Source: an optimization exercise on an open RTL-to-GDS flow (aim: small area). Production flows keep margins and buffers that such runs may drop. Function was checked by simulation only, so behaviour that the tests miss may differ from the original. The flow treats the clock pin as an ideal source, which a real chip does not have. Power is estimated from default activity; no workload was simulated.

Design kmb, start of the top module:
module kmb (
    input  wire        clk,
    input  wire        rst,         
    input  wire [12:0] key_in,
    input  wire        btn_in,
    input  wire        tick_ms,
    input  wire        tx_ready,
    output wire        tx_valid,
    output wire [7:0]  tx_data,
    output wire        tx_last,
    output wire        led,
    output wire        overlay,
    output reg         res_valid,
    output reg  [2:0]  res_kind,
    output reg  [3:0]  res_line,
    output reg  [1:0]  res_slot
);
    localparam [4:0] S_IDLE  = 5'd0;
    localparam [4:0] S_SCAN  = 5'd1;
    localparam [4:0] S_TXN0  = 5'd2;    
    localparam [4:0] S_TXN1  = 5'd3;    
    localparam [4:0] S_TXN2  = 5'd4;    
    localparam [4:0] S_WSET  = 5'd5;    
    localparam [4:0] S_FLASH = 5'd16;
    localparam [4:0] S_WON   = 5'd17;   
    localparam [4:0] S_FGAP  = 5'd18;
    localparam [4:0] S_WOFF  = 5'd19;   
    localparam [4:0] S_TOP   = 5'd20;
    localparam [4:0] S_CH    = 5'd21;
    localparam [4:0] S_TXC0  = 5'd22;   
    localparam [4:0] S_TXC1  = 5'd23;   
    localparam [4:0] S_CHW   = 5'd24;
    localparam [4:0] S_WCH   = 5'd25;   
    localparam [4:0] S_OCTDN = 5'd26;
    localparam [4:0] S_WDN   = 5'd27;   
    localparam [4:0] S_OCTUP = 5'd28;
    localparam [4:0] S_WUP   = 5'd29;   
    localparam [2:0] K_CLAIM    = 3'd0;
    localparam [2:0] K_FREE     = 3'd2;
    localparam [2:0] K_OVERFLOW = 3'd3;
    localparam [2:0] K_SPURIOUS = 3'd4;
    reg [4:0]  st;
    reg [12:0] cur;        
    reg [12:0] ack;        
    reg [3:0]  octave;
    reg [1:0]  preset;
    reg [3:0]  slot_k0, slot_k1, slot_k2, slot_k3;    
    reg [8:0]  cnt;        
    reg [2:0]  aux;        
    wire [12:0] pend = ack ^ cur;
    reg [3:0] line;
    integer i;
    always @(*) begin
        line = 4'd0;
        for (i = 12; i >= 0; i = i - 1)
            if (pend[i]) line = i[3:0];
    end
    wire any_pend = |pend;
    wire pressed  = cur[line];
    wire [3:0] hit;
    assign hit[0] = (slot_k0 == line);
    assign hit[1] = (slot_k1 == line);
    assign hit[2] = (slot_k2 == line);
  ...
Size: about 40 I/O pins, roughly 0.0038 sq mm of cells after synthesis.
Settings: LEC_CHECK=0, CAP_MARGIN=20, CORE_MARGIN=2, CORE_UTILIZATION=40, SLEW_MARGIN=20; clock period 10.0 ns.
standard.sh (not shown) runs the stock make flow with config.mk's settings and CLKGATE_MAP_FILE= SYNTH_SCRIPT=/design/flow/synth_recipe.tcl, a recipe that flattens the netlist after the stock synthesis.
==> flow/flow/run.sh <==
#!/bin/bash
# Own layout flow: the standard ORFS flow with an area-oriented ABC
# script, no full-adder extraction, minimum-size port buffers and a clock
# tree without dummy loads. Synthesis is otherwise the standard one.
set -euo pipefail
W=$PWD
F=$W/flow
CTS_BUFS=${CTS_BUFS:-sky130_fd_sc_hd__clkbuf_8}
sed "s#^source \$::env(SCRIPTS_DIR)/synth_preamble.tcl#&\nset abc_args [list -script $F/area.abc {*}\$lib_args {*}\$lib_dont_use_args -constr \$::env(OBJECTS_DIR)/abc.constr]#" \
    "$FLOW_HOME/scripts/synth.tcl" > "$W/synth_mod.tcl"
sed "s#\$::env(SCRIPTS_DIR)/synth.tcl#$W/synth_mod.tcl#" "$W/synth_recipe.tcl" > "$W/my_synth.tcl"
bash "$W/standard.sh" \
    SYNTH_SCRIPT="$W/my_synth.tcl" \
    ADDER_MAP_FILE= \
    ABC_AREA=1 \
    GPL_TIMING_DRIVEN=0 \
    BUFFER_PORTS_ARGS="-buffer_cell sky130_fd_sc_hd__buf_1" \
    CTS_ARGS="-clk_nets clk -sink_clustering_enable -sink_clustering_size 20 -sink_clustering_max_diameter 200 -repair_clock_nets -dont_use_dummy_load -buf_list {$CTS_BUFS}" \
    PRE_CTS_TCL="$F/cts_tree.tcl" \
    finish > "$W/standard_flow.log" 2>&1
==> flow/flow/cts_tree.tcl <==
# Two-level clock tree built here instead of by TritonCTS: the register
# clock pins are split into K groups by k-means on their positions; each
# group is driven by one leaf buffer at its centre, and one root buffer at
# the centre of the leaves drives the leaf buffers from the clock port.
set K 6
set leaf_master [[ord::get_db] findMaster sky130_fd_sc_hd__clkbuf_8]
set root_master [[ord::get_db] findMaster sky130_fd_sc_hd__clkbuf_8]
set block [ord::get_db_block]
set clknet [$block findNet clk]
set pts {}
foreach it [$clknet getITerms] {
  set bb [[$it getInst] getBBox]
  lappend pts [list $it [expr {([$bb xMin] + [$bb xMax]) / 2.0}] [expr {([$bb yMin] + [$bb yMax]) / 2.0}]]
}
set n [llength $pts]
set pts [lsort -real -index 1 $pts]
# initial centres: spread along x
set cx {}
set cy {}
for {set k 0} {$k < $K} {incr k} {
  set p [lindex $pts [expr {int(($k + 0.5) * $n / $K)}]]
  lappend cx [lindex $p 1]
  lappend cy [lindex $p 2]
}
for {set iter 0} {$iter < 30} {incr iter} {
  set asg {}
  foreach p $pts {
    set best 0
    set bd 1e30
    for {set k 0} {$k < $K} {incr k} {
      set d [expr {abs([lindex $p 1] - [lindex $cx $k]) + abs([lindex $p 2] - [lindex $cy $k])}]
      if {$d < $bd} { set bd $d; set best $k }
    }
    lappend asg $best
  }
  set sx [lrepeat $K 0.0]; set sy [lrepeat $K 0.0]; set sc [lrepeat $K 0]
  foreach p $pts a $asg {
    lset sx $a [expr {[lindex $sx $a] + [lindex $p 1]}]
    lset sy $a [expr {[lindex $sy $a] + [lindex $p 2]}]
    lset sc $a [expr {[lindex $sc $a] + 1}]
  }
  for {set k 0} {$k < $K} {incr k} {
    if {[lindex $sc $k] > 0} {
      lset cx $k [expr {[lindex $sx $k] / [lindex $sc $k]}]
      lset cy $k [expr {[lindex $sy $k] / [lindex $sc $k]}]
    }
  }
}
set root [odb::dbInst_create $block $root_master clkbuf_root]
set rnet [odb::dbNet_create $block clknet_root]
$rnet setSigType CLOCK
set rx 0.0; set ry 0.0; set used 0
for {set k 0} {$k < $K} {incr k} {
  if {[lindex $sc $k] == 0} continue
  set b [odb::dbInst_create $block $leaf_master clkbuf_leaf_$k]
  set net [odb::dbNet_create $block clknet_leaf_$k]
  $net setSigType CLOCK
  foreach p $pts a $asg {
    if {$a == $k} {
      set it [lindex $p 0]
      $it disconnect
      $it connect $net
    }
  }
  [$b findITerm A] connect $rnet
  [$b findITerm X] connect $net
  $b setLocation [expr {int([lindex $cx $k])}] [expr {int([lindex $cy $k])}]
  $b setPlacementStatus PLACED
  set rx [expr {$rx + [lindex $cx $k]}]
  set ry [expr {$ry + [lindex $cy $k]}]
  incr used
  puts "clock tree: leaf $k drives [lindex $sc $k] registers"
}
[$root findITerm A] connect $clknet
[$root findITerm X] connect $rnet
$root setLocation [expr {int($rx / $used)}] [expr {int($ry / $used)}]
$root setPlacementStatus PLACED
puts "clock tree: root drives $used leaf buffers, $n registers in all"
Other scripts of this flow, unchanged in this note and not shown: flow/flow/area.abc
Change:
--- a/flow/flow/cts_tree.tcl
+++ b/flow/flow/cts_tree.tcl
@@ -7 +7 @@
-set root_master [[ord::get_db] findMaster sky130_fd_sc_hd__clkbuf_8]
+set root_master [[ord::get_db] findMaster sky130_fd_sc_hd__clkbuf_4]
What happened:
- The changed run completed without violations
- setup slack stays flat
- area after synthesis is unchanged
- clock power drops by about 3%
- cell area hardly moves
- flip-flop and latch count does not change
- critical path depth is unchanged
- register-to-register slack hardly moves
- core utilization hardly moves
- sequential share of layout area barely changes
- maximum frequency stays flat

-- what the ideal ports hide --
In the flow no input, the clock included, has a driving cell. The finished layouts below were timed again as built, in two steps. Step 1 (the two cells are an assumption about what drives the block):
set clk [get_ports {clk}]
set_driving_cell -lib_cell sky130_fd_sc_hd__clkbuf_16 $clk
set_driving_cell -lib_cell sky130_fd_sc_hd__buf_2 [delete_from_list [all_inputs] $clk]
Step 2, shift: input delay + t, output delay - t, t = (earliest + latest rising clock arrival at the registers) / 2. This alone moves slack from input paths to output paths. Three values: no drivers, after step 1, after step 2; two values: the first two.
| run | t (ns) | setup WS [ns] | worst setup path at the end | cell pins on the clock port's net |
|---|---|---|---|---|
| the first run | 0.371 | 5.249 / 5.249 / 5.249 | register to register | 1 |
| the second run | 0.442 | 5.249 / 5.249 / 5.249 | register to register | 1 |
After both steps every run listed still meets setup and hold.
